Source: an optimization exercise on an open RTL-to-GDS flow (aim: small area, a short achievable clock period and few clock cycles per item). Production flows keep margins and buffers that such runs may drop.
Function was checked by simulation only, so behaviour that the tests miss may differ from the original.

==> ember <==
==> flow/design.v <==
module gt06_rx (
    input  wire        clk,
    input  wire        rst,
    input  wire        lenient,
    input  wire        in_valid,
    output wire        in_ready,
    input  wire [7:0]  in_data,
    output reg         rec_valid,
    input  wire        rec_ready,
    output reg  [2:0]  rec_type,
    output reg  [15:0] rec_data
);
    localparam [2:0] R_NOISE  = 3'd1,
                     R_BADLEN = 3'd2,
                     R_BADEND = 3'd3,
                     R_CRCERR = 3'd4,
                     R_HDR    = 3'd5;    
    localparam [2:0] S_SEEK0 = 3'd0,     
                     S_SEEK1 = 3'd1,     
                     S_GETL  = 3'd2,     
                     S_BODY  = 3'd3,     
                     S_E0    = 3'd4,     
                     S_E1    = 3'd5;     
    localparam QD = 4;                   
    reg [7:0] mem [0:255];
    reg [8:0] tail;                      
    reg [8:0] head;                      
    reg [7:0] rp;                        
    reg       rdy;
    reg [7:0] sb;                        
    reg       sb_v;
    reg [7:0] ib;                        
    reg       ib_v;
    assign in_ready = rdy;
    wire acc = in_valid & rdy;
    reg [2:0]  sst;
    reg        resc;                     
    reg [7:0]  rb;                       
    reg        rb_v;
    reg [8:0]  sp;                       
    reg [7:0]  len;
    reg [7:0]  cnt;                      
    reg [15:0] fcs;
    reg        crc_hi_ok;                
    reg [7:0]  e0;
    reg        crc_ok;
    reg        crc_told;                 
    reg [8:0]  cand;                     
    reg [18:0] q [0:QD-1];
    reg [1:0]  qw, qr;
    reg [2:0]  qn;
    reg [2:0]  fn;                       
    reg        e_act;
    reg        e_first;
    reg [7:0]  e_cnt;
    wire [7:0] rd = mem[rp];
    function [15:0] crc_byte;
        input [15:0] f;
        input [7:0]  b;
        integer k;
        begin
            crc_byte = f ^ {8'h00, b};
            for (k = 0; k < 8; k = k + 1)
                crc_byte = crc_byte[0] ? ((crc_byte >> 1) ^ 16'h8408) : (crc_byte >> 1);
        end
    endfunction
    wire [7:0] b   = resc ? rb : sb;
    wire       bv  = resc ? rb_v : sb_v;
    wire full   = (tail[7:0] == head[7:0]) && (tail[8] != head[8]);
    wire q_full = qn[2];
    reg        want_push;
    reg [18:0] push_rec;
    reg        want_store;
    reg        take;                     
    reg        redo;                     
    reg [2:0]  sst_n;
    reg        is_frame;
    wire [15:0] fcs_n = crc_byte((sst == S_GETL) ? 16'hFFFF : fcs, b);
    wire        b78   = (b == 8'h78);
    always @(*) begin
        want_push  = 1'b0;
        push_rec   = {R_NOISE, 8'h00, b};
        want_store = 1'b0;
        take       = 1'b1;
        redo       = 1'b0;
        sst_n      = sst;
        is_frame   = 1'b0;
        case (sst)
            S_SEEK0: begin
                if (b78)
                    sst_n = S_SEEK1;
                else
                    want_push = 1'b1;
            end
            S_SEEK1: begin
                if (b78)
                    sst_n = S_GETL;
                else begin
                    want_push = 1'b1;
                    push_rec  = {R_NOISE, 16'h0078};
                    take      = 1'b0;
                    sst_n     = S_SEEK0;
                end
            end
            S_GETL: begin
                if (b < 8'd3) begin
                    want_push = 1'b1;
                    push_rec  = {R_BADLEN, 8'h00, b};
                    take      = 1'b0;
                    sst_n     = S_SEEK0;
                end else
                    sst_n = S_BODY;
            end
            S_BODY: begin
                want_store = 1'b1;
                if (cnt == 8'd1)
                    sst_n = S_E0;
            end
            S_E0: begin
                want_store = 1'b1;
                sst_n      = S_E1;
            end
            default: begin   
                if (e0 != 8'h0D || b != 8'h0A) begin
                    want_push = 1'b1;
                    push_rec  = {R_BADEND, e0, b};
                    take      = 1'b0;
                    redo      = 1'b1;
                    sst_n     = S_SEEK0;
                end else if (!crc_ok && !crc_told) begin
                    want_push = 1'b1;
                    push_rec  = {R_CRCERR, ~fcs};
                    take      = !lenient;
                    sst_n     = lenient ? S_E1 : S_SEEK0;
                end else begin
                    want_push = 1'b1;
                    push_rec  = {R_HDR, len, cand[7:0]};
                    is_frame  = 1'b1;
                    sst_n     = S_SEEK0;
                end
            end
        endcase
    end
    wire store = want_store & ~resc;
    wire go    = bv & ~(want_push & q_full) & ~(store & full);
    wire push  = go & want_push;
    wire cons  = go & take;              
    wire        oload  = ~rec_valid | rec_ready;
    wire [18:0] qh     = q[qr];
    wire        q_emp  = (qn == 3'd0);
    wire        pop    = ~e_act & ~q_emp & oload;
    wire        pop_fr = pop & (qh[18:16] == R_HDR);
    wire        e_step = e_act & oload;
    wire        e_last = e_step & (e_cnt == 8'd1);
    wire s_need = resc & (~rb_v | (cons & ~redo));
    wire s_more = (sp != tail);
    wire s_load = s_need & s_more & ~e_act;
    always @(posedge clk) begin
        if (!full)
            mem[tail[7:0]] <= sb;
    end
    wire [8:0] qh_pos = {head[8] ^ (qh[7:0] < head[7:0]), qh[7:0]};
    wire [8:0] keep   = (sst == S_BODY || sst == S_E0 || sst == S_E1) ? cand :
                        (resc ? sp : tail);
    always @(posedge clk) begin
        if (rst) begin
            rdy       <= 1'b1;
            sb_v      <= 1'b0;
            ib_v      <= 1'b0;
            sst       <= S_SEEK0;
            resc      <= 1'b0;
            rb_v      <= 1'b0;
            crc_told  <= 1'b0;
            tail      <= 9'd0;
            head      <= 9'd0;
            qw        <= 2'd0;
            qr        <= 2'd0;
            qn        <= 3'd0;
            fn        <= 3'd0;
            e_act     <= 1'b0;
            rec_valid <= 1'b0;
        end else begin
            if (sb_v & ~(cons & ~resc)) begin
                if (acc) begin
                    ib   <= in_data;
                    ib_v <= 1'b1;
                end
            end else if (ib_v) begin
                sb   <= ib;
                sb_v <= 1'b1;
                ib_v <= 1'b0;
            end else begin
                sb   <= in_data;
                sb_v <= acc;
            end
            if (ib_v)
                rdy <= ~ib_v | (cons & ~resc);
            else
                rdy <= ~(acc & sb_v & ~(cons & ~resc));
            if (go) begin
                sst <= sst_n;
                case (sst)
                    S_GETL: begin
                        len  <= b;
                        cnt  <= b;
                        fcs  <= fcs_n;
                        cand <= resc ? sp : tail;
                    end
                    S_BODY: begin
                        cnt <= cnt - 8'd1;
                        if (cnt > 8'd2)
                            fcs <= fcs_n;
                        if (cnt == 8'd2)
                            crc_hi_ok <= (~fcs[15:8] == b);
                        if (cnt == 8'd1)
                            crc_ok <= crc_hi_ok & (~fcs[7:0] == b);
                    end
                    S_E0: e0 <= b;
                    default: ;
                endcase
                crc_told <= (sst == S_E1) && (sst_n == S_E1);
                if (store)
                    tail <= tail + 9'd1;
            end
            if (go & redo) begin
                resc <= 1'b1;
                rb   <= len;
                rb_v <= 1'b1;
                sp   <= cand;
            end else if (resc) begin
                if (s_load) begin
                    rb   <= rd;
                    rb_v <= 1'b1;
                    sp   <= sp + 9'd1;
                end else if (cons)
                    rb_v <= 1'b0;
                if ((~rb_v | cons) & ~s_more)
                    resc <= 1'b0;
            end
            if (push) begin
                q[qw] <= push_rec;
                qw    <= qw + 2'd1;
            end
            if (pop)
                qr <= qr + 2'd1;
            qn <= qn + {2'd0, push} - {2'd0, pop};
            fn <= fn + {2'd0, push & is_frame} - {2'd0, pop_fr};
            if (pop) begin
                if (pop_fr) begin
                    e_act     <= 1'b1;
                    e_first   <= 1'b1;
                    e_cnt     <= qh[15:8];
                    rec_valid <= 1'b0;
                    rec_data[15:8] <= qh[15:8];      
                end else begin
                    rec_valid <= 1'b1;
                    rec_type  <= qh[18:16];
                    rec_data  <= qh[15:0];
                end
            end else if (e_step) begin
                e_first <= 1'b0;
                e_cnt   <= e_cnt - 8'd1;
                if (e_first) begin
                    rec_valid <= 1'b1;
                    rec_type  <= 3'd5;
                    rec_data[7:0] <= rd;
                end else if (e_cnt == 8'd2) begin
                    rec_valid <= 1'b0;
                    rec_data[15:8] <= rd;            
                end else if (e_cnt == 8'd1) begin
                    rec_valid <= 1'b1;
                    rec_type  <= 3'd7;
                    rec_data[7:0] <= rd;
                end else begin
                    rec_valid <= 1'b1;
                    rec_type  <= 3'd6;
                    rec_data  <= {8'h00, rd};
                end
                if (e_last)
                    e_act <= 1'b0;
            end else if (oload)
                rec_valid <= 1'b0;
            if (pop_fr)
                rp <= qh[7:0];
            else if (e_act & ~e_last)
                rp <= rp + {7'd0, e_step};
            else if (go & redo)
                rp <= cand[7:0];
            else
                rp <= s_load ? sp[7:0] + 8'd1 : sp[7:0];
            if (pop_fr)
                head <= qh_pos;
            else if (~e_act & (fn == 3'd0) & ~(push & is_frame))
                head <= keep;
        end
    end
endmodule
==> flow/flow/run.sh <==
#!/bin/bash
# The standard layout, with repair_timing asked for extra setup slack so that
# the layout closes well below the design's clock period (which is unchanged).
set -euo pipefail
bash standard.sh SETUP_SLACK_MARGIN=8.9 finish > make_finish.log 2>&1
==> flow/standard.sh <==
#!/bin/bash
# synth_recipe.tcl (not shown) runs the flow's synth.tcl, then flattens the netlist and writes it again
# the make line also repeats each setting of config.mk as NAME=value (left out here)
make -C /OpenROAD-flow-scripts/flow DESIGN_CONFIG=/design/flow/config.mk WORK_HOME=/design/flow/orfs CLKGATE_MAP_FILE= SYNTH_SCRIPT=/design/flow/synth_recipe.tcl "${@:-finish}"
==> flow/config.mk <==
export PLATFORM = sky130hd
export DESIGN_NAME = gt06_rx
export DESIGN_NICKNAME = gt06_rx
export VERILOG_FILES = /design/flow/design.v
export SDC_FILE = /design/flow/constraint.sdc
export NUM_CORES = 4
export LEC_CHECK = 0
export CAP_MARGIN = 20
export CORE_MARGIN = 2
export CORE_UTILIZATION = 65
export CTS_CLUSTER_DIAMETER = 60
export CTS_CLUSTER_SIZE = 30
export SLEW_MARGIN = 20
==> flow/constraint.sdc <==
create_clock -name core_clock -period 13.0 [get_ports {clk}]
set_input_delay 2.6000 -clock core_clock [delete_from_list [all_inputs] [get_ports {clk}]]
set_output_delay 2.6000 -clock core_clock [all_outputs]
set_load 0.01 [all_outputs]
==> willow (differences from ember) <==
==> flow/design.v, changed modules only <==
module gt06_rx (
    input  wire        clk,
    input  wire        rst,
    input  wire        lenient,
    input  wire        in_valid,
    output wire        in_ready,
    input  wire [7:0]  in_data,
    output reg         rec_valid,
    input  wire        rec_ready,
    output reg  [2:0]  rec_type,
    output reg  [15:0] rec_data
);
    localparam [2:0] R_NOISE  = 3'd1,
                     R_BADLEN = 3'd2,
                     R_BADEND = 3'd3,
                     R_CRCERR = 3'd4,
                     R_HDR    = 3'd5;    
    localparam [2:0] S_SEEK0 = 3'd0,     
                     S_SEEK1 = 3'd1,     
                     S_GETL  = 3'd2,     
                     S_BODY  = 3'd3,     
                     S_E0    = 3'd4,     
                     S_E1    = 3'd5;     
    localparam QD = 4;                   
    reg [7:0] mem [0:255];
    reg [8:0] tail;                      
    reg [8:0] head;                      
    reg [7:0] rp;                        
    reg       rdy;
    reg [7:0] sb;                        
    reg       sb_v;
    reg [7:0] ib;                        
    reg       ib_v;
    assign in_ready = rdy;
    wire acc = in_valid & rdy;
    reg [2:0]  sst;
    reg        resc;                     
    reg [7:0]  rb;                       
    reg        rb_v;
    reg [8:0]  sp;                       
    reg [7:0]  len;
    reg [7:0]  cnt;                      
    reg [15:0] fcs;
    reg        crc_hi_ok;                
    reg [7:0]  e0;
    reg        crc_ok;
    reg        len_q;                    
    reg        crc_told;                 
    reg [8:0]  cand;                     
    reg [18:0] q [0:QD-1];
    reg [1:0]  qw, qr;
    reg [2:0]  qn;
    reg [2:0]  fn;                       
    reg        e_act;
    reg        e_first;
    reg [7:0]  e_cnt;
    wire [7:0] rd = mem[rp];
    function [15:0] crc_byte;
        input [15:0] f;
        input [7:0]  b;
        integer k;
        begin
            crc_byte = f ^ {8'h00, b};
            for (k = 0; k < 8; k = k + 1)
                crc_byte = crc_byte[0] ? ((crc_byte >> 1) ^ 16'h8408) : (crc_byte >> 1);
        end
    endfunction
    wire [7:0] b   = resc ? rb : sb;
    wire       bv  = resc ? rb_v : sb_v;
    wire full   = (tail[7:0] == head[7:0]) && (tail[8] != head[8]);
    wire q_full = qn[2];
    reg        want_push;
    reg [18:0] push_rec;
    reg        want_store;
    reg        take;                     
    reg        redo;                     
    reg [2:0]  sst_n;
    reg        is_frame;
    wire [15:0] fcs_n = crc_byte((sst == S_GETL) ? 16'hFFFF : fcs, b);
    wire        b78   = (b == 8'h78);
    always @(*) begin
        want_push  = 1'b0;
        push_rec   = {R_NOISE, 8'h00, b};
        want_store = 1'b0;
        take       = 1'b1;
        redo       = 1'b0;
        sst_n      = sst;
        is_frame   = 1'b0;
        case (sst)
            S_SEEK0: begin
                if (b78)
                    sst_n = S_SEEK1;
                else
                    want_push = 1'b1;
            end
            S_SEEK1: begin
                if (b78)
                    sst_n = S_GETL;
                else begin
                    want_push = 1'b1;
                    push_rec  = {R_NOISE, 16'h0078};
                    take      = 1'b0;
                    sst_n     = S_SEEK0;
                end
            end
            S_GETL: begin
                if (b < 8'd3) begin
                    want_push = 1'b1;
                    push_rec  = {R_BADLEN, 8'h00, b};
                    take      = 1'b0;
                    sst_n     = S_SEEK0;
                end else
                    sst_n = S_BODY;
            end
            S_BODY: begin
                want_store = 1'b1;
                if (cnt == 8'd1)
                    sst_n = S_E0;
            end
            S_E0: begin
                want_store = 1'b1;
                sst_n      = S_E1;
            end
            default: begin   
                if (e0 != 8'h0D || b != 8'h0A) begin
                    want_push = 1'b1;
                    push_rec  = {R_BADEND, e0, b};
                    take      = 1'b0;
                    redo      = 1'b1;
                    sst_n     = S_SEEK0;
                end else if (!crc_ok && !crc_told) begin
                    want_push = 1'b1;
                    push_rec  = {R_CRCERR, ~fcs};
                    take      = !len_q;
                    sst_n     = len_q ? S_E1 : S_SEEK0;
                end else begin
                    want_push = 1'b1;
                    push_rec  = {R_HDR, len, cand[7:0]};
                    is_frame  = 1'b1;
                    sst_n     = S_SEEK0;
                end
            end
        endcase
    end
    wire store = want_store & ~resc;
    wire go    = bv & ~(want_push & q_full) & ~(store & full);
    wire push  = go & want_push;
    wire cons  = go & take;              
    reg         o_vn;
    reg  [2:0]  o_tn;
    reg  [15:0] o_dn;
    wire        oload  = o_vn | rec_ready;
    wire [18:0] qh     = q[qr];
    wire        q_emp  = (qn == 3'd0);
    wire        pop    = ~e_act & ~q_emp & oload;
    wire        pop_fr = pop & (qh[18:16] == R_HDR);
    wire        e_step = e_act & oload;
    wire        e_last = e_step & (e_cnt == 8'd1);
    wire s_need = resc & (~rb_v | (cons & ~redo));
    wire s_more = (sp != tail);
    wire s_load = s_need & s_more & ~e_act;
    reg         nv;
    reg  [2:0]  nt;
    reg  [15:0] nd;
    always @(*) begin
        nv = ~o_vn;
        nt = ~o_tn;
        nd = ~o_dn;
        if (pop) begin
            if (pop_fr) begin
                nv        = 1'b0;
                nd[15:8]  = qh[15:8];            
            end else begin
                nv        = 1'b1;
                nt        = qh[18:16];
                nd        = qh[15:0];
            end
        end else if (e_step) begin
            if (e_first) begin
                nv        = 1'b1;
                nt        = 3'd5;
                nd[7:0]   = rd;
            end else if (e_cnt == 8'd2) begin
                nv        = 1'b0;
                nd[15:8]  = rd;                  
            end else if (e_cnt == 8'd1) begin
                nv        = 1'b1;
                nt        = 3'd7;
                nd[7:0]   = rd;
            end else begin
                nv        = 1'b1;
                nt        = 3'd6;
                nd        = {8'h00, rd};
            end
        end else if (oload)
            nv = 1'b0;
    end
    always @(posedge clk) begin
        if (!full)
            mem[tail[7:0]] <= sb;
    end
    wire [8:0] qh_pos = {head[8] ^ (qh[7:0] < head[7:0]), qh[7:0]};
    wire [8:0] keep   = (sst == S_BODY || sst == S_E0 || sst == S_E1) ? cand :
                        (resc ? sp : tail);
    always @(posedge clk)
        len_q <= lenient;
    always @(posedge clk) begin
        o_tn     <= ~nt;
        o_dn     <= ~nd;
        rec_type <= nt;
        rec_data <= nd;
    end
    always @(posedge clk) begin
        if (rst) begin
            rdy       <= 1'b1;
            sb_v      <= 1'b0;
            ib_v      <= 1'b0;
            sst       <= S_SEEK0;
            resc      <= 1'b0;
            rb_v      <= 1'b0;
            crc_told  <= 1'b0;
            tail      <= 9'd0;
            head      <= 9'd0;
            qw        <= 2'd0;
            qr        <= 2'd0;
            qn        <= 3'd0;
            fn        <= 3'd0;
            e_act     <= 1'b0;
            rec_valid <= 1'b0;
            o_vn      <= 1'b1;
        end else begin
            if (sb_v & ~(cons & ~resc)) begin
                if (acc) begin
                    ib   <= in_data;
                    ib_v <= 1'b1;
                end
            end else if (ib_v) begin
                sb   <= ib;
                sb_v <= 1'b1;
                ib_v <= 1'b0;
            end else begin
                sb   <= in_data;
                sb_v <= acc;
            end
            if (ib_v)
                rdy <= ~ib_v | (cons & ~resc);
            else
                rdy <= ~(acc & sb_v & ~(cons & ~resc));
            if (go) begin
                sst <= sst_n;
                case (sst)
                    S_GETL: begin
                        len  <= b;
                        cnt  <= b;
                        fcs  <= fcs_n;
                        cand <= resc ? sp : tail;
                    end
                    S_BODY: begin
                        cnt <= cnt - 8'd1;
                        if (cnt > 8'd2)
                            fcs <= fcs_n;
                        if (cnt == 8'd2)
                            crc_hi_ok <= (~fcs[15:8] == b);
                        if (cnt == 8'd1)
                            crc_ok <= crc_hi_ok & (~fcs[7:0] == b);
                    end
                    S_E0: e0 <= b;
                    default: ;
                endcase
                crc_told <= (sst == S_E1) && (sst_n == S_E1);
                if (store)
                    tail <= tail + 9'd1;
            end
            if (go & redo) begin
                resc <= 1'b1;
                rb   <= len;
                rb_v <= 1'b1;
                sp   <= cand;
            end else if (resc) begin
                if (s_load) begin
                    rb   <= rd;
                    rb_v <= 1'b1;
                    sp   <= sp + 9'd1;
                end else if (cons)
                    rb_v <= 1'b0;
                if ((~rb_v | cons) & ~s_more)
                    resc <= 1'b0;
            end
            if (push) begin
                q[qw] <= push_rec;
                qw    <= qw + 2'd1;
            end
            if (pop)
                qr <= qr + 2'd1;
            qn <= qn + {2'd0, push} - {2'd0, pop};
            fn <= fn + {2'd0, push & is_frame} - {2'd0, pop_fr};
            o_vn      <= ~nv;
            rec_valid <= nv;
            if (e_step & e_last)
                e_act <= 1'b0;
            else if (pop_fr)
                e_act <= 1'b1;
            if (pop_fr) begin
                e_first <= 1'b1;
                e_cnt   <= qh[15:8];
            end else if (e_step) begin
                e_first <= 1'b0;
                e_cnt   <= e_cnt - 8'd1;
            end
            if (pop_fr)
                rp <= qh[7:0];
            else if (e_act & ~e_last)
                rp <= rp + {7'd0, e_step};
            else if (go & redo)
                rp <= cand[7:0];
            else
                rp <= s_load ? sp[7:0] + 8'd1 : sp[7:0];
            if (pop_fr)
                head <= qh_pos;
            else if (~e_act & (fn == 3'd0) & ~(push & is_frame))
                head <= keep;
        end
    end
endmodule
==> flow/flow/run.sh (replaced) <==
#!/bin/bash
# The standard layout, with repair_timing asked for extra setup slack so that
# the layout closes well below the design's clock period (which is unchanged).
set -euo pipefail
bash standard.sh SETUP_SLACK_MARGIN=9.3 finish > make_finish.log 2>&1
Settings changed: CTS_CLUSTER_DIAMETER 60 to 80.
==> summary of the runs <==
Cell area is about the same in willow and ember.
Between willow and ember, the lower flip-flop and latch count is in ember (gap 21).
Between willow and ember, the lower count of clock-buffer cells in the layout is in willow (gap 52).
In willow the die area is larger than in ember, by about 0.7%.
Area after synthesis: willow is larger than ember (0.74%).
Between ember and willow, the lower critical path depth is in willow (gap 4).
Of ember and willow, ember has the higher worst hold slack (gap 0.024 ns).
Testbench counts of ember, summed over its fixed seeds: cycles 11,599, bytes 11,304.
Testbench counts of willow, summed over its fixed seeds: cycles 11,599, bytes 11,304.

==> afterwards: timing with drivers on the ports <==
The results above use ideal ports. As a check the final layouts listed here were re-extracted and re-timed, cells and wires unchanged.
Step 1 assumes that a clkbuf_16 drives the clock port and a buf_2 every other input.
Step 2, shift: input delay + t, output delay - t, t = (earliest + latest rising clock arrival at the registers) / 2. This alone moves slack from input paths to output paths.
Three values: ideal, step 1, step 2; two values: the first two.
run | shift t [ns] | setup WS [ns] | worst data-port slew with drivers (ns) | cell pins on the clock port's net
ember | 0.875 | 8.901 / 8.857 / 8.088 | 0.04 | 1
willow | 0.833 | 9.062 / 9.062 / 8.484 | 0.05 | 1
After both steps every run listed still meets setup and hold. The setup slack of ember, which loses most, moves by -0.044 ns with the drivers and by -0.813 ns with both steps.
